What follows belongs to an exercise in optimizing a design on an open flow for small area, a short achievable clock period and few clock cycles; a production flow would make more cautious choices. Where RTL was checked, it was by simulation tests only, not by an equivalence proof against the original. Function not checked in runs 2 to 4: the RTL went through the layout flow alone. No activity file was given, so power comes from the tool's default toggle rates.

===== flow/design.v =====
module zre_rot (
    input  wire       clk,
    input  wire       rst,
    input  wire       start,
    input  wire [1:0] mode,
    input  wire [4:0] width,      
    input  wire [4:0] height,     
    input  wire       pix_valid,
    input  wire       pix,
    output reg        out_valid,
    output reg  [7:0] out_byte,
    output reg        out_last
);
    localparam [1:0] M_NONE = 2'd0, M_CW = 2'd1, M_CCW = 2'd2, M_180 = 2'd3;
    localparam [1:0] S_IDLE = 2'd0, S_LOAD = 2'd1, S_EMIT = 2'd2;
    reg [1:0]  state;
    reg [1:0]  cfg_mode;
    reg [5:0]  cfg_w, cfg_h;
    reg [15:0] tile [0:15];
    reg [3:0]  ld_x, ld_y;
    reg [5:0]  out_r;
    reg [2:0]  out_k;
    wire [5:0] ow   = (cfg_mode == M_CW || cfg_mode == M_CCW) ? cfg_h : cfg_w;
    wire [5:0] oh   = (cfg_mode == M_CW || cfg_mode == M_CCW) ? cfg_w : cfg_h;
    wire [2:0] last_k = 3'((ow - 6'd1) >> 3);
    function automatic pix_at(input [5:0] c, input [5:0] r);
        reg [5:0] sx, sy;
        begin
            case (cfg_mode)
                M_NONE: begin sx = c;                 sy = r;                 end
                M_CW:   begin sx = r;                 sy = cfg_h - 6'd1 - c;  end
                M_CCW:  begin sx = cfg_w - 6'd1 - r;  sy = c;                 end
                default:begin sx = cfg_w - 6'd1 - c;  sy = cfg_h - 6'd1 - r;  end
            endcase
            pix_at = tile[sy[3:0]][sx[3:0]];
        end
    endfunction
    reg [7:0] byte_now;
    integer b;
    always @(*) begin
        for (b = 0; b < 8; b = b + 1) begin
            if ({out_k, 3'(b)} < ow)
                byte_now[7 - b] = pix_at({out_k, 3'(b)}, out_r);
            else
                byte_now[7 - b] = 1'b0;
        end
    end
    always @(posedge clk) begin
        if (rst) begin
            state     <= S_IDLE;
            out_valid <= 1'b0;
            out_last  <= 1'b0;
            out_byte  <= 8'd0;
        end else begin
            out_valid <= 1'b0;
            out_last  <= 1'b0;
            case (state)
                S_IDLE: begin
                    if (start) begin
                        cfg_mode <= mode;
                        cfg_w    <= {1'b0, width};
                        cfg_h    <= {1'b0, height};
                        ld_x     <= 4'd0;
                        ld_y     <= 4'd0;
                        state    <= S_LOAD;
                    end
                end
                S_LOAD: begin
                    if (pix_valid) begin
                        tile[ld_y][ld_x] <= pix;
                        if (ld_x == 4'(cfg_w - 6'd1)) begin
                            ld_x <= 4'd0;
                            ld_y <= ld_y + 4'd1;
                            if (ld_y == 4'(cfg_h - 6'd1)) begin
                                out_r <= 6'd0;
                                out_k <= 3'd0;
                                state <= S_EMIT;
                            end
                        end else begin
                            ld_x <= ld_x + 4'd1;
                        end
                    end
                end
                S_EMIT: begin
                    out_valid <= 1'b1;
                    out_byte  <= byte_now;
                    if (out_k == last_k) begin
                        out_k <= 3'd0;
                        out_r <= out_r + 6'd1;
                        if (out_r == oh - 6'd1) begin
                            out_last <= 1'b1;
                            state    <= S_IDLE;
                        end
                    end else begin
                        out_k <= out_k + 3'd1;
                    end
                end
                default: state <= S_IDLE;
            endcase
        end
    end
endmodule

===== flow/run.sh =====
#!/bin/bash
# synth_recipe.tcl (not shown) runs the flow's synth.tcl, then flattens the netlist and writes it again
# the make line also repeats each setting of config.mk as NAME=value (left out here)
make -C /OpenROAD-flow-scripts/flow DESIGN_CONFIG=/design/flow/config.mk WORK_HOME=/design/flow/orfs CLKGATE_MAP_FILE= SYNTH_SCRIPT=/design/flow/synth_recipe.tcl finish

===== flow/config.mk =====
export PLATFORM = sky130hd
export DESIGN_NAME = zre_rot
export DESIGN_NICKNAME = zre_rot
export VERILOG_FILES = /design/flow/design.v
export SDC_FILE = /design/flow/constraint.sdc
export NUM_CORES = 4
export LEC_CHECK = 0
export CAP_MARGIN = 20
export CORE_MARGIN = 2
export CORE_UTILIZATION = 40
export PLACE_DENSITY = 0.6
export SLEW_MARGIN = 20
export SYNTH_MEMORY_MAX_BITS = 4096

===== flow/constraint.sdc =====
create_clock -name core_clock -period 10.0 [get_ports {clk}]
set_input_delay 2.0000 -clock core_clock [delete_from_list [all_inputs] [get_ports {clk}]]
set_output_delay 2.0000 -clock core_clock [all_outputs]
set_load 0.01 [all_outputs]

==> impl_metrics.ini, run 1 <==
[status]
status = no timing/DRC/antenna violations

[power_and_ir_drop]
max-vdd-ir-drop_mv = 0.128
switching_share = 0.460
internal_power_mw = 3.31
power_mw = 6.12
p_per_area_mw_per_mm2 = 215
p_seq_frac = 0.239
p_sw_mw = 2.81
combPwrFrac = 0.546
pwr-share-clk = 0.215
p_leak_nw = 9.76

[placement]
hpwl_um = 78300
dp_cells = 3483
globalplace.congestion = 1.02
io_buffers = 26
place_area_mm2 = 0.0273
dpl_worst_slack_ns = 4.02

[setup_path]
cp.arrival_ns = 6.64
max_stage_delay_ns = 0.89
cp.required_ns = 10.40
r2r_end = out_byte[0]
crit_buf_inv = 2
cp-end-kind = flop
r2r_cells = 13
crit_slowest_cell = and2_4
worst_path_dominant_cell_family = simple AND/OR/NAND/NOR gates
critPathMaxFanout = 64
critPathLaunchType = flop
timing.rr.start = cfg_h[0]
regToRegSetupSlack_ns = 3.75
crit_path_cell_trace = inv_1 -> ha_1 -> fa_1 -> nand2_2 -> and2_4 -> buf_4 -> mux2i_1 -> mux2i_1 -> mux4_2 -> nand4_1 -> nand4_1 -> nor4_1 -> a2111oi_2
worstSetupPathType = reg -> reg

[flow_run]
cap_viol_max_count = 0

[floorplan]
dieArea_mm2 = 0.0680
fp.coreArea_mm2 = 0.0655
initial_core_util = 0.402
fp.dieH_um = 261
die_w_um = 261
rows = 94
ios = 27

[synthesis]
synth_most_common_cell = nand2_1
muxShareOfSynthArea = 0.239
avgSynthCellArea_um2 = 9.46
synthAdderAreaFrac = 0.0205
synthXorXnorAreaFrac = 0.0192
syn_area_mm2 = 0.0264
yosysTopAreaCellShare = 0.325
synth_area_leader_cell = edfxtp_1
synth_compound_area_frac = 0.147
synth_cell_types = 86
synth_ff_type = edfxtp_1
synthSimpleGateAreaFrac = 0.194
synth_nets = 2845
synth-edff-count = 285
async_flop_share = 0
synth_common_cells = 458 x nand2_1, 334 x nor2_1, 285 x edfxtp_1, 183 x mux4_2, 177 x mux2i_1
syn_inst = 2786
synth_top_family_by_area = multiplexers
synthTopCellsByArea = edfxtp_1 32%, mux4_2 16%, mux2i_1 6.7%
ys_ff_latch = 297
synth_warnings = 1
ys_seq_area_frac = 0.334

[timing]
slew_viol_final = 0
period_share = 0.625
relSlewSlack = 0.211
layout_min_cycle_time_ns = 6.25
finalSetupViolCount = 0
rsz0062_at_grt = no
hold-worst-slack_ns = 0.556
hold_violations = 0
setup_ws_ns = 3.75
setup_tns_ns = 0
fmax_ghz = 0.160
tightest_slew_ns = 1.18
clock_skew_ns = 0.0255

[layout]
final_nets = 2716
fin_cells = 3546
layout-drive-gt1-share = 0.148
syn_to_final_growth_pct = 7.88
final_area_mm2 = 0.0284
utilization = 0.434

[grt]
grt-ovfl-total = 0
grt_pass1_wl_um = 166000
first_global_vias = 23256
grt.total_usage = 0.337
antenna_found_initial = 10
grt_max_degree = 73

[route]
drcViolationCount = 0
ant_nets = 0
vias = 25160
vias_per_cell = 7.10
drt_iter0_markers = 4236
wl_per_cell_um = 32.8
wl_um = 116000
firstDrtPassIters = 6

[worst_hold_path]
min-delay-start = state[0]
whs_path_depth = 2
min_path_type = reg -> reg
hold_end = state[0]

[clock_network]
ctsResizeCount = 0
cts_root_buffer = clkbuf_16
cts_tree = done
htree_levels = 2
clk_pin_slew_ns = 0.06
clk_path_buf_depth = 3
hold_buffers = 0
worstSkewPairLatency_ns = 0.57
cts_buffers = 36
post_cts_buffers = 0
cts_sinks = 297
[cell families (layout without fill, tap and decap cells)]
family	count (synthesis)	in the layout
buf+inv	287	180
xor+xnor	51	51
fa+ha+maj	42	42
mux	396	396
simple gates	1163	1163
flops	297	297
compound gates	550	550
other cells	0	3
[worst max-delay path by stage]
stage                     startpoint          end  slack (ns)  depth (start not counted)
after floorplan             cfg_h[0]  out_byte[3]        5.65                         18
after CTS                   cfg_h[0]  out_byte[0]        3.96                         13
final                       cfg_h[0]  out_byte[0]        3.75                         13
after detailed placement    cfg_h[0]  out_byte[0]        4.02                         13
after global routing        cfg_h[0]  out_byte[0]        3.53                         13
after global placement      cfg_h[0]  out_byte[0]        4.12                         13
[layout make-up]
cell class / count / area [µm²]
inverter: 34 / 128
fill: 6162 / 37100
antenna: 3 / 7.51
timing repair buffer: 86 / 711
clock inverter: 13 / 153
sequential: 297 / 8800
tap: 864 / 1080
clock buffer: 47 / 973
multi-input combinational: 2202 / 16600
[registers in the layout, summed over array words and instances, names as in the netlist]
| signal | flops |
|---|---|
| tile | 256 |
| out_valid | 1 |
| out_k | 3 |
| cfg_mode | 2 |
| out_last | 1 |
| state | 2 |
| cfg_w | 5 |
| out_r | 6 |
| cfg_h | 5 |
| ld_y | 4 |
| ld_x | 4 |
| out_byte | 8 |
[power groups by stage]
stage / clock [mW] / sequential (mW) / combinational (mW)
after floorplan: 0 / 1.45 / 2.19
after global placement: 0 / 1.48 / 3.19
after detailed placement: 0 / 1.48 / 3.21
after CTS: 1.33 / 1.46 / 3.23
after global routing: 1.37 / 1.46 / 3.47
final: 1.32 / 1.46 / 3.34
[per-layer routing]
metal  wire [µm]  part of all wire  global-route usage
met1       44900              0.39               0.454
met2       50100              0.43               0.506
met3       14400              0.12              0.0795
met4        7090             0.061               0.170
met5          49           0.00042                   0
[cell usage in the layout, fill, tap and decap left out, types with 8 or more instances in the layout]
master           synthesis  layout
clkbuf_1               146       9
nor3_1                  32      32
clkbuf_16                0      37
mux2_2                  35      35
a31oi_1                 52      51
edfxtp_1               285     285
buf_4                    7      60
nand2_1                458     443
a21oi_1                104      97
a22oi_1                 25      23
nand2b_1                13      13
a32oi_1                  8       8
mux4_2                 183     183
a311oi_1                33      33
o31ai_1                 11      10
mux2i_1                177     177
and3_1                  58      58
nor2_1                 334     327
and2_1                  24      23
nor2b_1                 29      28
a311o_1                 21      21
nand4_1                 18      18
a211oi_1               100     100
nand3_1                155     151
clkdlybuf4s50_1          0      26
nor4_1                   8       8
a31o_2                  10       8
xor2_1                  12      12
ha_1                    40      39
nand2_2                  0      14
inv_1                   34      34
xnor2_1                 34      34
o211ai_1                28      28
dfxtp_1                 12      12
a21o_1                  11      11
o21ai_0                 66      65
[tightest hold or removal path: stages (launching register included)]
cell     delay, ns
dfxtp_1       0.33
a21oi_1       0.13
nor3_1        0.05
Testbench counts, summed over its fixed seeds: cycles 96,451.
==> run 2: changes to the inputs <==
==> flow/design.v (replaced) <==
module zre_rot (
    input  wire       clk,
    input  wire       rst,
    input  wire       start,
    input  wire [1:0] mode,
    input  wire [4:0] width,      
    input  wire [4:0] height,     
    input  wire       pix_valid,
    input  wire       pix,
    output reg        out_valid,
    output reg  [7:0] out_byte,
    output reg        out_last
);
    reg [1:0]  cfg_mode;
    reg [3:0]  wm1, hm1;           
    reg        busy;               
    reg        in_act;             
    reg [3:0]  x, y;               
    reg        m0_pend;            
    reg        k;                  
    reg [3:0]  p;                  
    reg [4:0]  q;                  
    reg [15:0] col [0:15];
    wire m_none = (cfg_mode == 2'd0);
    wire m_cw   = (cfg_mode == 2'd1);
    wire transp = cfg_mode[0] ^ cfg_mode[1];
    wire in_done = busy & ~in_act;
    wire [3:0] owm1 = transp ? hm1 : wm1;         
    wire [3:0] ohm1 = transp ? wm1 : hm1;         
    wire       s2   = owm1[3];                    
    wire we      = pix_valid & in_act;
    wire row_end = (x == wm1);
    wire last_y  = (y == hm1);
    reg [3:0] wc;                                  
    always @(*) begin
        case (cfg_mode)
            2'd0: wc = x;
            2'd1: wc = hm1 - y;
            2'd2: wc = y;
            default: wc = wm1 - x;
        endcase
    end
    integer i;
    always @(posedge clk) begin
        for (i = 0; i < 16; i = i + 1)
            if (pix_valid && in_act && wc == i[3:0])
                col[i] <= {col[i][14:0], pix};
    end
    wire ready    = m_none ? m0_pend : (m_cw ? ~q[4] : in_done);
    wire emit     = busy & ready;
    wire row_last = m_cw ? (p == 4'd0) : (p == ohm1);
    wire k_end    = (k == s2);
    wire row_adv  = emit & ~m_none & k_end;
    wire last_b   = m_none ? in_done : (k_end & row_last);
    reg [7:0] rd;
    integer b;
    always @(*) begin
        for (b = 0; b < 8; b = b + 1) begin
            if (k)
                rd[7 - b] = col[8 + b][p];
            else if (b == 0)
                rd[7 - b] = col[0][q[3:0]];
            else
                rd[7 - b] = col[b][p];
            if (!((~k & owm1[3]) | (b[2:0] <= owm1[2:0])))
                rd[7 - b] = 1'b0;
        end
    end
    wire inc  = m_cw & last_y;                     
    wire q_up = m_cw ? (we & inc & ~row_adv) : row_adv;
    wire q_dn = m_cw & row_adv & ~(we & inc);
    always @(posedge clk) begin
        if (rst) begin
            busy      <= 1'b0;
            in_act    <= 1'b0;
            m0_pend   <= 1'b0;
            out_valid <= 1'b0;
        end else begin
            out_valid <= emit;
            m0_pend   <= we & m_none & ((x[2:0] == 3'd7) | row_end);
            if (!busy) begin
                busy   <= start;
                in_act <= start;
            end else begin
                if (we && row_end && last_y) in_act <= 1'b0;
                if (emit && last_b) busy <= 1'b0;
            end
        end
    end
    always @(posedge clk) begin
        out_byte <= rd;
        out_last <= last_b;
        if (!busy) begin
            cfg_mode <= mode;
            wm1      <= 4'(width - 5'd1);
            hm1      <= 4'(height - 5'd1);
            x        <= 4'd0;
            y        <= 4'd0;
            k        <= 1'b0;
            p        <= (mode == 2'd1) ? 4'(width - 5'd1) : 4'd0;
            q        <= (mode == 2'd1) ? 5'h1f : 5'd0;
        end else begin
            if (we) begin
                x <= row_end ? 4'd0 : x + 4'd1;
                if (row_end) y <= y + 4'd1;
                if (m_none) k <= x[3];
            end
            if (emit && !m_none) begin
                k <= ~k & s2;
                if (k_end)
                    p <= m_cw ? p - 4'd1 : p + 4'd1;
            end
            if (q_up)
                q <= q + 5'd1;
            else if (q_dn)
                q <= q - 5'd1;
        end
    end
endmodule
--- a/flow/config.mk
+++ b/flow/config.mk
@@ -7,7 +7,9 @@
 export LEC_CHECK = 0
 export CAP_MARGIN = 20
 export CORE_MARGIN = 2
-export CORE_UTILIZATION = 40
-export PLACE_DENSITY = 0.6
+export CORE_UTILIZATION = 65
+export CTS_BUF_LIST = sky130_fd_sc_hd__clkbuf_8
+export CTS_CLUSTER_SIZE = 25
+export PLACE_DENSITY = 0.75
 export SLEW_MARGIN = 20
 export SYNTH_MEMORY_MAX_BITS = 4096
==> impl_metrics.ini, run 2 <==
[status]
status = no timing/DRC/antenna violations

[synthesis]
synth_nets = 708
avgSynthCellArea_um2 = 18.6
async_flop_share = 0
syn_area_mm2 = 0.0124
ys_ff_latch = 297
yosysTopAreaCellShare = 0.665
synthTopCellsByArea = edfxtp_1 67%, mux4_2 15%, dfxtp_1 3.5%
synth-edff-count = 275
synth_cell_types = 57
ys_seq_area_frac = 0.701
synth_common_cells = 275 x edfxtp_1, 80 x mux4_2, 26 x inv_1, 24 x nand2_1, 22 x dfxtp_1
syn_inst = 669
synth_most_common_cell = edfxtp_1
synth_warnings = 2
synth_ff_type = edfxtp_1
synth_area_leader_cell = edfxtp_1

[setup_path]
regToRegSetupSlack_ns = 5.55
worst_path_dominant_cell_family = simple AND/OR/NAND/NOR gates
cp.required_ns = 10.30
critPathLaunchType = flop
crit_slowest_cell = nor3_1
cp.arrival_ns = 4.74
cp_common_cell = ha_1
timing.rr.start = cfg_mode[0]
max_stage_delay_ns = 0.67
worstSetupPathType = reg -> reg
cp-end-kind = flop
crit_buf_inv = 1
startpoint = cfg_mode[0]
critPathMaxFanout = 15
crit_path_cell_trace = inv_1 -> ha_1 -> mux2_2 -> ha_1 -> nand3b_1 -> nor3_1 -> a21oi_1 -> xor2_1 -> ha_1 -> or4_1 -> o41a_1 -> o311ai_0 -> or4_1 -> nand3_1

[grt]
grt.total_usage = 0.239
grt_max_degree = 66
grt_pass1_wl_um = 36800
first_global_vias = 6728
antenna_found_initial = 0
grt-ovfl-total = 0

[route]
vias = 6516
vias_per_cell = 6.52
ant_nets = 0
drcViolationCount = 0
firstDrtPassIters = 5
drt_iter0_markers = 697
wl_um = 23100
wl_per_cell_um = 23.1

[floorplan]
rows = 50
ios = 27
dieArea_mm2 = 0.0202
die_w_um = 142
fp.coreArea_mm2 = 0.0187
fp.dieH_um = 142
initial_core_util = 0.664

[power_and_ir_drop]
combPwrFrac = 0.131
internal_power_mw = 2.12
p_leak_nw = 4.55
pwr-share-clk = 0.360
power_mw = 2.80
p_per_area_mw_per_mm2 = 200
switching_share = 0.243
p_seq_frac = 0.509
p_sw_mw = 0.680
max-vdd-ir-drop_mv = 0.171

[timing]
slew_viol_final = 0
layout_min_cycle_time_ns = 4.45
rsz0062_at_grt = no
period_share = 0.445
relSlewSlack = 0.297
setup_ws_ns = 5.55
clock_skew_ns = 0.0192
finalSetupViolCount = 0
hold_violations = 0
tightest_slew_ns = 1.03
setup_tns_ns = 0
fmax_ghz = 0.225
hold-worst-slack_ns = 0.441

[clock_network]
clk_path_buf_depth = 3
ctsResizeCount = 0
cts_tree = done
hold_buffers = 0
cts_buffers = 46
htree_levels = 2
cts_root_buffer = clkbuf_8
post_cts_buffers = 0
cts_sinks = 297
clk_pin_slew_ns = 0.06
worstSkewPairLatency_ns = 0.57

[placement]
globalplace.congestion = 0.920
dpl_worst_slack_ns = 5.09
place_area_mm2 = 0.0130
dp_cells = 916
io_buffers = 24
hpwl_um = 14200

[layout]
final_area_mm2 = 0.0140
regMostFlops = col
fin_cells = 1000
final_nets = 769
final_cell_mix = 275 x edfxtp_1, 80 x mux4_2, 51 x clkbuf_8, 39 x inv_1
layout_commonest_cell = edfxtp_1
layout-drive-gt1-share = 0.243
utilization = 0.747
n_antenna_cell = 0
multi_input_area_mm2 = 0.00356
syn_to_final_growth_pct = 12.6
seqCellArea_mm2 = 0.00870
largest_register_ff_count = 256
top_regs = col x256, out_byte x8, q x5
fillers = 1060

[worst_hold_path]
min_path_type = reg -> reg
min-delay-start = col[5][5]

[flow_run]
cap_viol_max_count = 0
## run 2: cell types whose count changed in the layout (fill, tap and decap cells not counted), sizes merged, moves of 53 or more
cell    previous run  this run
mux4             183        80
nand2            458        24
nand3            155        10
nor2             335        19
o21ai             69        10
and3              58         5
a21oi            106        14
mux2i            177        11
a211oi           100        11
## run 2: cell type report
cell class,instances,area share
Sequential cell,297,0.623
Timing Repair Buffer,44,0.0279
Clock buffer,51,0.0502
Clock inverter,33,0.0162
Inverter,27,0.00725
Multi-Input combinational cell,314,0.255
Tap cell,234,0.0209
## run 2: metal layers
metal  vias up  part of all wire  track usage
li1       2860                 -            -
met1      3376              0.45        0.360
met2       234              0.47        0.362
met3        46             0.061       0.0424
met4         0             0.022       0.0816
met5         -                 0            0
## run 2: power by group through the flow
stage | combinational (mW) | sequential, mW | clock, mW
2_1_floorplan | 0.268 | 1.43 | 0
3_3_place_gp | 0.359 | 1.45 | 0
3_5_place_dp | 0.367 | 1.45 | 0
4_1_cts | 0.370 | 1.43 | 1.03
5_1_grt | 0.394 | 1.43 | 1.09
6_report | 0.367 | 1.43 | 1.01
## run 2: cell families after synthesis
logic type,Yosys count,share of synthesized area
xor+xnor,19,0.0134
simple gates,104,0.0425
buf+inv,58,0.0193
fa+ha+maj,22,0.0240
flops,297,0.701
compound gates,74,0.0426
mux,95,0.158
## run 2: final timing paths
check,to,depth (start not counted)
hold reg to reg,col[5][6],0
hold / removal,col[5][6],0
setup reg to reg,q[4],14
setup / recovery,q[4],14
==> run 3: changes to the inputs <==
==> flow/config.mk (replaced) <==
export PLATFORM = sky130hd
export DESIGN_NAME = zre_rot
export DESIGN_NICKNAME = zre_rot
export VERILOG_FILES = /design/flow/design.v
export SDC_FILE = /design/flow/constraint.sdc
export NUM_CORES = 4
export LEC_CHECK = 0
export CAP_MARGIN = 20
export CORE_MARGIN = 2
export CORE_UTILIZATION = 40
export PLACE_DENSITY = 0.6
export SLEW_MARGIN = 20
export SYNTH_MEMORY_MAX_BITS = 4096
==> impl_metrics.ini, run 3 <==
[timing]
rsz0062_at_grt = no
layout_min_cycle_time_ns = 4.47
setup_ws_ns = 5.53
slew_viol_final = 0
relSlewSlack = 0.325
hold_violations = 0
setup_tns_ns = 0
tightest_slew_ns = 1.01
fmax_ghz = 0.224
clock_skew_ns = 0.0197
finalSetupViolCount = 0
period_share = 0.447

[layout]
final_area_mm2 = 0.0143
n_antenna_cell = 0
top_regs = col x256, out_byte x8, q x5
fillers = 2594
regMostFlops = col
layout-drive-gt1-share = 0.226
largest_register_ff_count = 256
final_cell_mix = 275 x edfxtp_1, 80 x mux4_2, 35 x clkbuf_16, 26 x inv_1
utilization = 0.467
layout_commonest_cell = edfxtp_1
final_nets = 755
syn_to_final_growth_pct = 15.1

[route]
wl_um = 24100
vias = 6417
ant_nets = 0
drcViolationCount = 0
wl_per_cell_um = 21.2
drt_iter0_markers = 730
vias_per_cell = 5.65
firstDrtPassIters = 5

[clock_network]
post_cts_buffers = 0
cts_buffers = 34
cts_sinks = 297
cts_root_buffer = clkbuf_16
ctsResizeCount = 0
cts_tree = done
clk_pin_slew_ns = 0.06
worstSkewPairLatency_ns = 0.51
hold_buffers = 0
clk_path_buf_depth = 3
htree_levels = 2

[setup_path]
worstSetupPathType = in -> reg
crit_slowest_cell = clkdlybuf4s50_1
max_stage_delay_ns = 0.48
cp.arrival_ns = 4.69
critPathLaunchType = input pin
cp_common_cell = or4_1
critPathMaxFanout = 10
crit_buf_inv = 1
cp-end-kind = flop
worst_path_dominant_cell_family = simple AND/OR/NAND/NOR gates
cp.required_ns = 10.23
crit_path_cell_trace = clkdlybuf4s50_1 -> and2_1 -> and4_1 -> a21oi_1 -> xor2_1 -> ha_1 -> or4_1 -> o41a_1 -> o311ai_0 -> or4_1 -> nand3_1

[power_and_ir_drop]
internal_power_mw = 2.26
p_seq_frac = 0.483
p_leak_nw = 4.53
combPwrFrac = 0.125
switching_share = 0.236
max-vdd-ir-drop_mv = 0.108
p_sw_mw = 0.697
p_per_area_mw_per_mm2 = 207
pwr-share-clk = 0.392

[grt]
grt_pass1_wl_um = 38600
grt-ovfl-total = 0
first_global_vias = 6716
grt_max_degree = 66
grt.total_usage = 0.149
antenna_found_initial = 0

[floorplan]
die_w_um = 180
fp.coreArea_mm2 = 0.0306
initial_core_util = 0.406
ios = 27
rows = 64
fp.dieH_um = 180
dieArea_mm2 = 0.0325

[placement]
hpwl_um = 15100
globalplace.congestion = 0.857
place_area_mm2 = 0.0132
dpl_worst_slack_ns = 5.06
io_buffers = 24

[synthesis]
ys_ff_latch = 297
synth_ff_type = edfxtp_1
avgSynthCellArea_um2 = 18.6
syn_inst = 669
synth_nets = 708
synth_warnings = 2
yosysTopAreaCellShare = 0.665
synthTopCellsByArea = edfxtp_1 67%, mux4_2 15%, dfxtp_1 3.5%
synth_area_leader_cell = edfxtp_1
synth-edff-count = 275
syn_area_mm2 = 0.0124
synth_most_common_cell = edfxtp_1
ys_seq_area_frac = 0.701
async_flop_share = 0
synth_cell_types = 57
synth_common_cells = 275 x edfxtp_1, 80 x mux4_2, 26 x inv_1, 24 x nand2_1, 22 x dfxtp_1

[worst_hold_path]
min_path_type = reg -> reg

[flow_run]
cap_viol_max_count = 0

[status]
status = no timing/DRC/antenna violations
==> run 3: cell count changes in the layout (fill, tap and decap cells not counted), moves of 2 or more <==
cell	before	now
bufinv_16	3	1
clkbuf_1	0	10
clkbuf_16	0	35
clkbuf_8	51	2
inv_1	39	26
clkinv_1	8	4
buf_4	20	18
inv_6	0	2
==> run 3: power groups by stage <==
stage | registers [mW] | clock network [mW] | logic, mW
after global routing | 1.43 | 1.25 | 0.402
after global placement | 1.45 | 0 | 0.367
after CTS | 1.43 | 1.19 | 0.376
final | 1.43 | 1.16 | 0.370
after floorplan | 1.43 | 0 | 0.268
after detailed placement | 1.46 | 0 | 0.374
==> run 3: layout make-up <==
type	count	area, µm²	share of cell area
Clock buffer	47	941	0.0659
Multi-Input combinational cell	314	3580	0.250
Inverter	27	101	0.00709
Timing Repair Buffer	42	375	0.0263
Sequential cell	297	8700	0.609
Tap cell	396	495	0.0347
Clock inverter	13	96.3	0.00674
==> run 3: cell families after synthesis <==
group / share of synthesized area
buffers and inverters: 0.0193
DFF: 0.701
xor gates and xnor gates: 0.0134
AOI/OAI and AO/OA: 0.0426
adders and majority gates: 0.0240
and+or+nand+nor: 0.0425
muxes: 0.158
==> run 3: final timing paths <==
kind           endpoint  slack (ns)  cells past startpoint         from
min reg2reg  col[4][15]        0.44                      0   col[4][14]
max reg2reg        q[4]        5.60                     14  cfg_mode[1]
max                q[4]        5.53                     11    pix_valid
min          col[4][15]        0.44                      0   col[4][14]
==> run 3: layer usage <==
layer,share of wire,track usage,vias up
li1,-,-,2826
met1,0.45,0.213,3355
met2,0.48,0.238,199
met3,0.047,0.0243,37
met4,0.018,0.0410,0
met5,0,0,-
==> run 3: metrics by stage <==
step	instances	total power [mW]	hold slack [ns]
after floorplan	669	1.70	0.421
after global placement	1076	1.82	0.427
after detailed placement	1076	1.83	0.429
after CTS	1136	3.00	0.437
after global routing	1136	3.08	0.453
final	1136	2.96	0.436
==> run 4: changes to the inputs <==
--- a/flow/design.v
+++ b/flow/design.v
@@ -21,6 +21,11 @@
     reg [3:0]  p;                  
     reg [4:0]  q;                  
     reg [15:0] col [0:15];
+    reg        pv, px;
+    always @(posedge clk) begin
+        pv <= pix_valid;
+        px <= pix;
+    end
     wire m_none = (cfg_mode == 2'd0);
     wire m_cw   = (cfg_mode == 2'd1);
     wire transp = cfg_mode[0] ^ cfg_mode[1];
@@ -28,7 +33,7 @@
     wire [3:0] owm1 = transp ? hm1 : wm1;         
     wire [3:0] ohm1 = transp ? wm1 : hm1;         
     wire       s2   = owm1[3];                    
-    wire we      = pix_valid & in_act;
+    wire we      = pv & in_act;
     wire row_end = (x == wm1);
     wire last_y  = (y == hm1);
     reg [3:0] wc;                                  
@@ -43,8 +48,8 @@
     integer i;
     always @(posedge clk) begin
         for (i = 0; i < 16; i = i + 1)
-            if (pix_valid && in_act && wc == i[3:0])
-                col[i] <= {col[i][14:0], pix};
+            if (we && wc == i[3:0])
+                col[i] <= {col[i][14:0], px};
     end
     wire ready    = m_none ? m0_pend : (m_cw ? ~q[4] : in_done);
     wire emit     = busy & ready;
==> flow/flow/run.sh (new file) <==
#!/bin/bash
# Standard ORFS layout (the standard.sh), with the port buffers made of
# plain sky130 buffers instead of the delay cells buffer_ports picks by itself.
set -euo pipefail
cat >> config.mk <<'EOC'
export BUFFER_PORTS_ARGS = -buffer_cell sky130_fd_sc_hd__buf_2
EOC
bash standard.sh > standard.log 2>&1
==> flow/standard.sh (new file) <==
#!/bin/bash
# synth_recipe.tcl (not shown) runs the flow's synth.tcl, then flattens the netlist and writes it again
# the make line also repeats each setting of config.mk as NAME=value (left out here)
make -C /OpenROAD-flow-scripts/flow DESIGN_CONFIG=/design/flow/config.mk WORK_HOME=/design/flow/orfs CLKGATE_MAP_FILE= SYNTH_SCRIPT=/design/flow/synth_recipe.tcl "${@:-finish}"
--- a/flow/config.mk
+++ b/flow/config.mk
@@ -11,3 +11,4 @@
 export PLACE_DENSITY = 0.6
 export SLEW_MARGIN = 20
 export SYNTH_MEMORY_MAX_BITS = 4096
+export BUFFER_PORTS_ARGS = -buffer_cell sky130_fd_sc_hd__buf_2
removed: flow/run.sh
==> impl_metrics.ini, run 4 <==
[clock_network]
htree_levels = 1
ctsResizeCount = 0
cts_root_buffer = clkbuf_16
cts_tree = done
cts_sinks = 299
cts_buffers = 31
clk_path_buf_depth = 3
post_cts_buffers = 0
clk_pin_slew_ns = 0.06
hold_buffers = 0
worstSkewPairLatency_ns = 0.55

[setup_path]
regToRegSetupSlack_ns = 5.91
cp-end-kind = flop
crit_end = q[4]
cp.arrival_ns = 4.36
crit_slowest_cell = ha_1
cp.required_ns = 10.28
crit_path_cell_trace = inv_1 -> ha_1 -> mux2_2 -> ha_1 -> and3b_1 -> nand3_1 -> a21boi_1 -> xor2_1 -> ha_1 -> or4_1 -> o41a_1 -> o41ai_1 -> a311o_1 -> o211ai_1
timing.rr.start = cfg_mode[0]
cp_common_cell = ha_1
critPathLaunchType = flop
startpoint = cfg_mode[0]
r2r_end = q[4]
max_stage_delay_ns = 0.63
critPathMaxFanout = 15
r2r_cells = 14
worstSetupPathType = reg -> reg

[route]
vias_per_cell = 5.71
firstDrtPassIters = 6
wl_per_cell_um = 21.5
drt_iter0_markers = 577
wl_um = 24600
ant_nets = 0
vias = 6523
drcViolationCount = 0

[synthesis]
avgSynthCellArea_um2 = 18.5
synth_nets = 715
synth_compound_area_frac = 0.0376
synth_common_cells = 275 x edfxtp_1, 80 x mux4_2, 24 x dfxtp_1, 24 x nand2_1, 24 x nor2_1
synth_top_family_by_area = multiplexers
ys_seq_area_frac = 0.699
synth-edff-count = 275
synth_ff_type = edfxtp_1
synth_most_common_cell = edfxtp_1
yosysTopAreaCellShare = 0.661
synth_cell_types = 63
ys_ff_latch = 299
syn_inst = 676
synth_warnings = 2
muxShareOfSynthArea = 0.158
synth_area_leader_cell = edfxtp_1
synthAdderAreaFrac = 0.0238
synthTopCellsByArea = edfxtp_1 66%, mux4_2 14%, dfxtp_1 3.8%
syn_area_mm2 = 0.0125
synthXorXnorAreaFrac = 0.0133
async_flop_share = 0
synthSimpleGateAreaFrac = 0.0479

[timing]
clock_skew_ns = 0.0160
period_share = 0.409
rsz0062_at_grt = no
layout_min_cycle_time_ns = 4.09
relSlewSlack = 0.313
finalSetupViolCount = 0
tightest_slew_ns = 1.03
setup_ws_ns = 5.91
hold_violations = 0
fmax_ghz = 0.245
setup_tns_ns = 0
slew_viol_final = 0

[layout]
regMostFlops = col
n_antenna_cell = 0
layout_commonest_cell = edfxtp_1
final_nets = 761
fin_cells = 1142
largest_register_ff_count = 256
layout-drive-gt1-share = 0.257
final_cell_mix = 275 x edfxtp_1, 80 x mux4_2, 34 x clkbuf_16
top_regs = col x256, out_byte x8, q x5
syn_to_final_growth_pct = 13.8

[grt]
grt_use_met2 = 0.239
grt_max_degree = 66
use_met3 = 0.0256
antenna_found_initial = 0
grt-ovfl-total = 0
grt.total_usage = 0.150
grt_pass1_wl_um = 39300
top_usage_layer = met2
grt_use_met1 = 0.212
first_global_vias = 6783

[floorplan]
die_w_um = 181
rows = 64
fp.dieH_um = 181
ios = 27
dieArea_mm2 = 0.0327
initial_core_util = 0.408
fp.coreArea_mm2 = 0.0307

[placement]
globalplace.congestion = 0.827
io_buffers = 24
hpwl_um = 15300
dp_cells = 1085
dpl_worst_slack_ns = 6.01

[power_and_ir_drop]
max-vdd-ir-drop_mv = 0.130
p_leak_nw = 4.57
p_per_area_mw_per_mm2 = 205

[flow_run]
cap_viol_max_count = 0

[status]
status = no timing/DRC/antenna violations

[worst_hold_path]
min_path_type = reg -> reg
[run 4: cell count changes in the layout (fill, tap and decap cells not counted), sizes merged, moves of 3 or more]
| cell | before | now |
|---|---|---|
| a211oi | 11 | 8 |
| buf | 18 | 44 |
| clkdlybuf4s50 | 24 | 0 |
| clkinv | 10 | 7 |
| nand3 | 10 | 14 |
| nor2 | 19 | 24 |
| nor3 | 12 | 15 |
| o211ai | 3 | 6 |
| o21ai | 10 | 6 |
| o2bb2ai | 3 | 0 |
[run 4: power breakdown]
group | total (mW) | internal (mW) | leakage, nW | switching [mW]
Combinational | 0.360 | 0.176 | 1.38 | 0.184
Clock | 1.13 | 0.663 | 0.499 | 0.463
Sequential | 1.43 | 1.39 | 2.70 | 0.0447
Total | 2.92 | 2.23 | 4.57 | 0.692
[run 4: cell type report]
class / instances / area (µm²)
inverters: 26 / 97.6
well taps: 396 / 495
repair buffers: 44 / 270
flip-flops and latches: 299 / 8740
clock buffers: 49 / 967
clock inverters: 8 / 55.1
multi-input cells: 320 / 3590
fillers: 2581 / 16400
[run 4: cells by family after synthesis]
kind of cell / after synthesis
compound gates: 66
xor+xnor: 19
fa+ha+maj: 22
buf+inv: 57
flops: 299
mux: 97
simple gates: 116
[run 4: worst max-delay path: cells and delay by family (launching register included)]
family	cells	cell delay, ns
buffers and inverters	1	0.08
AND/OR/NAND/NOR	3	0.77
XOR/XNOR	1	0.13
flip-flops	1	0.38
AO/OA/AOI/OAI	5	0.85
adder cells (fa/ha/maj)	3	1.21
multiplexers	1	0.41
[run 4: layer usage]
| metal | routed length [µm] | vias up |
|---|---|---|
| met5 | 0 | - |
| met1 | 10900 | 3414 |
| li1 | - | 2841 |
| met3 | 1480 | 49 |
| met4 | 626 | 0 |
| met2 | 11600 | 219 |
[run 4: per-stage QoR]
stage | area [µm²] | total power, mW | hold WS [ns] | util
2_1_floorplan | 12500 | 1.71 | 0.421 | -
3_3_place_gp | 13200 | 1.81 | 0.427 | 0.430
3_5_place_dp | 13200 | 1.82 | 0.430 | 0.430
4_1_cts | 14200 | 2.95 | 0.444 | 0.464
5_1_grt | 14200 | 3.03 | 0.456 | 0.464
6_report | 14200 | 2.92 | 0.442 | 0.464
[run 4: worst min path at each step]
stage,depth (start not counted),startpoint,to,slack [ns]
2_1_floorplan,0,col[0][10],col[0][11],0.42
5_1_grt,0,col[4][9],col[4][10],0.46
3_3_place_gp,0,col[14][12],col[14][13],0.43
6_report,0,col[4][11],col[4][12],0.44
4_1_cts,0,col[4][11],col[4][12],0.44
3_5_place_dp,0,col[2][0],col[2][1],0.43
==> run 5: changes to the inputs <==
==> flow/design.v (replaced) <==
module zre_rot (
    input  wire       clk,
    input  wire       rst,
    input  wire       start,
    input  wire [1:0] mode,
    input  wire [4:0] width,      
    input  wire [4:0] height,     
    input  wire       pix_valid,
    input  wire       pix,
    output reg        out_valid,
    output reg  [7:0] out_byte,
    output reg        out_last
);
    reg [1:0]  cfg_mode;
    reg [3:0]  wm1, hm1;           
    reg        busy;               
    reg        in_act;             
    reg [3:0]  x, y;               
    reg        m0_pend;            
    reg        k;                  
    reg [3:0]  p;                  
    reg [4:0]  q;                  
    reg [15:0] col [0:15];
    wire m_none = (cfg_mode == 2'd0);
    wire m_cw   = (cfg_mode == 2'd1);
    wire m_ccw  = (cfg_mode == 2'd2);
    wire transp = cfg_mode[0] ^ cfg_mode[1];
    wire in_done = busy & ~in_act;
    wire [3:0] owm1 = transp ? hm1 : wm1;         
    wire [3:0] ohm1 = transp ? wm1 : hm1;         
    wire       s2   = owm1[3];                    
    wire we      = pix_valid & in_act;
    wire row_end = (x == wm1);
    wire last_px = row_end & (y == hm1);
    reg [3:0] wc;                                  
    always @(*) begin
        case (cfg_mode)
            2'd0: wc = x;
            2'd1: wc = hm1 - y;
            2'd2: wc = y;
            default: wc = wm1 - x;
        endcase
    end
    integer i;
    always @(posedge clk) begin
        for (i = 0; i < 16; i = i + 1)
            if (we && wc == i[3:0])
                col[i] <= {col[i][14:0], pix};
    end
    wire ready = m_none ? m0_pend : (m_cw ? ~q[4] : in_done);
    wire emit  = busy & ready;
    wire row_last = m_cw ? (p == 4'd0) : (p == ohm1);
    wire row_adv  = emit & ~m_none & (k == s2);
    wire last_b   = m_none ? in_done : (row_adv & row_last);
    reg [7:0] rd;
    integer b;
    always @(*) begin
        for (b = 0; b < 8; b = b + 1) begin
            if (k)
                rd[7 - b] = col[8 + b][p];
            else if (b == 0)
                rd[7 - b] = col[0][q[3:0]];
            else
                rd[7 - b] = col[b][p];
            if (!((~k & owm1[3]) | (b[2:0] <= owm1[2:0])))
                rd[7 - b] = 1'b0;
        end
    end
    always @(posedge clk) begin
        if (rst) begin
            busy      <= 1'b0;
            in_act    <= 1'b0;
            m0_pend   <= 1'b0;
            out_valid <= 1'b0;
        end else begin
            out_valid <= emit;
            m0_pend   <= 1'b0;
            if (start && !busy) begin
                busy   <= 1'b1;
                in_act <= 1'b1;
            end else begin
                if (we && last_px) in_act <= 1'b0;
                if (emit && last_b) busy <= 1'b0;
            end
            if (we && m_none && (x[2:0] == 3'd7 || row_end))
                m0_pend <= 1'b1;
        end
    end
    always @(posedge clk) begin
        out_byte <= rd;
        out_last <= last_b;
        if (start && !busy) begin
            cfg_mode <= mode;
            wm1      <= 4'(width - 5'd1);
            hm1      <= 4'(height - 5'd1);
            x        <= 4'd0;
            y        <= 4'd0;
            k        <= 1'b0;
            p        <= (mode == 2'd1) ? 4'(width - 5'd1) : 4'd0;
            q        <= (mode == 2'd1) ? 5'h1f : 5'd0;
        end else begin
            if (we) begin
                if (row_end) begin
                    x <= 4'd0;
                    y <= y + 4'd1;
                end else begin
                    x <= x + 4'd1;
                end
                if (m_none) k <= x[3];
            end
            if (emit && !m_none) begin
                k <= ~k & s2;
                if (row_adv)
                    p <= m_cw ? p - 4'd1 : p + 4'd1;
            end
            q <= q + {4'd0, we & m_cw & (wc == 4'd0)}
                   - {4'd0, row_adv & m_cw}
                   + {4'd0, row_adv & ~m_cw};
        end
    end
endmodule
==> flow/run.sh (new file) <==
#!/bin/bash
# synth_recipe.tcl (not shown) runs the flow's synth.tcl, then flattens the netlist and writes it again
# the make line also repeats each setting of config.mk as NAME=value (left out here)
make -C /OpenROAD-flow-scripts/flow DESIGN_CONFIG=/design/flow/config.mk WORK_HOME=/design/flow/orfs CLKGATE_MAP_FILE= SYNTH_SCRIPT=/design/flow/synth_recipe.tcl finish
--- a/flow/config.mk
+++ b/flow/config.mk
@@ -11,4 +11,3 @@
 export PLACE_DENSITY = 0.6
 export SLEW_MARGIN = 20
 export SYNTH_MEMORY_MAX_BITS = 4096
-export BUFFER_PORTS_ARGS = -buffer_cell sky130_fd_sc_hd__buf_2
removed: flow/flow/run.sh
removed: flow/standard.sh
==> impl_metrics.ini, run 5 <==
[synthesis]
synth_cell_types = 59
synth_ff_type = edfxtp_1
synth_most_common_cell = edfxtp_1
synth_common_cells = 270 x edfxtp_1, 64 x mux4_2, 35 x nand2_1, 30 x inv_1, 27 x dfxtp_1
ys_seq_area_frac = 0.700
syn_inst = 701
async_flop_share = 0
ys_ff_latch = 297
yosysTopAreaCellShare = 0.656
synth-edff-count = 270
synth_warnings = 2
avgSynthCellArea_um2 = 17.6
synth_area_leader_cell = edfxtp_1
synth_nets = 745
syn_area_mm2 = 0.0124
synthTopCellsByArea = edfxtp_1 66%, mux4_2 12%, dfxtp_1 4.4%

[clock_network]
clk_path_buf_depth = 3
cts_buffers = 30
cts_root_buffer = clkbuf_16
ctsResizeCount = 0
cts_tree = done
htree_levels = 1
hold_buffers = 0
cts_sinks = 297
clk_pin_slew_ns = 0.06
worstSkewPairLatency_ns = 0.55
post_cts_buffers = 0

[power_and_ir_drop]
pwr-share-clk = 0.381
p_sw_mw = 0.703
combPwrFrac = 0.138
max-vdd-ir-drop_mv = 0.141
power_mw = 2.95
p_seq_frac = 0.481
internal_power_mw = 2.24
switching_share = 0.239
p_leak_nw = 4.58
p_per_area_mw_per_mm2 = 209

[timing]
setup_tns_ns = 0
rsz0062_at_grt = no
tightest_slew_ns = 1.07
slew_viol_final = 0
hold_violations = 0
hold-worst-slack_ns = 0.441
clock_skew_ns = 0.00734
finalSetupViolCount = 0
period_share = 0.484
fmax_ghz = 0.207
layout_min_cycle_time_ns = 4.84
relSlewSlack = 0.284

[grt]
grt.total_usage = 0.152
grt_pass1_wl_um = 39300
grt_max_degree = 65
grt-ovfl-total = 0
antenna_found_initial = 0
first_global_vias = 6830

[route]
vias_per_cell = 5.53
wl_per_cell_um = 21.1
drt_iter0_markers = 503
ant_nets = 0
firstDrtPassIters = 5
vias = 6431
drcViolationCount = 0
wl_um = 24500

[placement]
io_buffers = 24
hpwl_um = 15400
globalplace.congestion = 0.805

[setup_path]
cp.required_ns = 10.42
regToRegSetupSlack_ns = 5.42
timing.rr.start = hm1[0]
cp-end-kind = flop
critPathMaxFanout = 7
cp.arrival_ns = 5.25
critPathLaunchType = input pin
r2r_end = q[4]
worstSetupPathType = in -> reg
r2r_cells = 18

[layout]
layout-drive-gt1-share = 0.193
utilization = 0.462
largest_register_ff_count = 256
n_antenna_cell = 0
regMostFlops = col
syn_to_final_growth_pct = 14.2
top_regs = col x256, out_byte x8, q x5
layout_commonest_cell = edfxtp_1
final_nets = 786
fillers = 2527
multi_input_area_mm2 = 0.00348
seqCellArea_mm2 = 0.00865
final_cell_mix = 270 x edfxtp_1, 64 x mux4_2, 35 x nand2_1, 30 x inv_1, 30 x clkbuf_16

[worst_hold_path]
whs_path_depth = 0
hold_end = col[14][2]
min_path_type = reg -> reg
min-delay-start = col[14][1]

[floorplan]
ios = 27
fp.dieH_um = 180
die_w_um = 180
rows = 64
fp.coreArea_mm2 = 0.0305
dieArea_mm2 = 0.0323
initial_core_util = 0.405

[flow_run]
cap_viol_max_count = 0

[status]
status = no timing/DRC/antenna violations
run 5: cell types whose count changed after synthesis, sizes merged, moves of 5 or more:
cell,delta
nand2,+11
mux4,-16
edfxtp,-5
nor3,+5
a211oi,-7
o21ai,+14
inv,+5
run 5: how the worst max path moves through the flow:
stage	start	endpoint	slack (ns)	cells past startpoint
6_report	pix_valid	q[4]	5.16	14
3_5_place_dp	pix_valid	q[4]	4.70	14
2_1_floorplan	pix_valid	q[4]	5.46	14
3_3_place_gp	pix_valid	q[4]	4.70	14
4_1_cts	pix_valid	q[4]	5.27	14
5_1_grt	pix_valid	q[4]	4.98	14
run 5: per-layer routing:
| metal | share of wire | GRT usage |
|---|---|---|
| met1 | 0.46 | 0.222 |
| met2 | 0.47 | 0.241 |
| met3 | 0.045 | 0.0211 |
| met4 | 0.025 | 0.0393 |
| met5 | 0 | 0 |
run 5: layout make-up:
type | count | area share
inverter | 31 | 0.00825
timing repair buffer | 40 | 0.0255
clock inverter | 11 | 0.0102
multi-input combinational | 342 | 0.247
clock buffer | 45 | 0.0608
sequential | 297 | 0.613
tap | 396 | 0.0351
run 5: critical path, cell delays in order:
cell             delay (ns)
clkdlybuf4s50_1        0.47
and2_1                 0.27
o21ai_1                0.34
or4_4                  0.58
ha_1                   0.28
inv_1                  0.05
fa_1                   0.40
inv_1                  0.08
fa_1                   0.20
inv_1                  0.06
a21o_1                 0.14
a21oi_1                0.17
xnor2_1                0.13
o21ai_0                0.08
run 5: power by group through the flow:
stage | sequential [mW] | combinational [mW] | clock, mW
floorplan | 1.43 | 0.288 | 0
global placement | 1.44 | 0.401 | 0
detailed placement | 1.44 | 0.409 | 0
CTS | 1.42 | 0.412 | 1.15
global route | 1.42 | 0.447 | 1.20
finish | 1.42 | 0.407 | 1.12
run 5: cells by family (layout without fill, tap and decap cells):
kind of cell             count (synthesis)  in the layout  share of synthesized area
flip-flops                             297            297                      0.700
AND/OR/NAND/NOR                        139            139                     0.0578
multiplexers                            85             85                      0.134
AO/OA/AOI/OAI                           69             69                     0.0366
buffers and inverters                   62            127                     0.0249
adder cells (fa/ha/maj)                 27             27                     0.0304
XOR/XNOR                                22             22                     0.0162
run 5: per-stage QoR:
stage	cell area [µm²]	setup slack, ns	cells
after floorplan	12400	5.46	701
after detailed placement	13100	4.70	1106
after global placement	13000	4.70	1103
final	14100	5.16	1162
after CTS	14100	5.27	1162
after global routing	14100	4.98	1162
Testbench counts of run 5, summed over its fixed seeds: cycles 92,194.

-- port drivers added, routing unchanged --
No port has a modelled driver above. Below, the same layouts with a new extraction and two added sets of constraints.
Step 1, drivers: a clkbuf_16 drives clk and a buf_2 each remaining input, both assumed.
Step 2, shift: input delay + t, output delay - t, t = (earliest + latest rising clock arrival at the registers) / 2. This alone moves slack from input paths to output paths.
a / b / c = no drivers / after step 1 / after step 2; a / b = the first two.
| run | t (ns) | setup slack, ns | worst register clock-pin slew, ns | worst data-port slew with drivers (ns) |
|---|---|---|---|---|
| run 1 | 0.623 | 3.755 / 3.755 / 3.755 | 0.07 / 0.07 | 0.06 |
| run 2 | 0.603 | 5.553 / 5.553 / 5.038 | 0.07 / 0.07 | 0.05 |
| run 3 | 0.542 | 5.532 / 5.556 / 5.014 | 0.06 / 0.06 | 0.04 |
| run 4 | 0.590 | 5.914 / 5.914 / 5.914 | 0.07 / 0.07 | 0.03 |
| run 5 | 0.589 | 5.163 / 5.180 / 4.591 | 0.06 / 0.06 | 0.04 |
After both steps setup and hold are still met in every run listed. For run 5, which loses most, drivers alone change the setup slack by +0.017 ns; drivers and shift together by -0.572 ns.
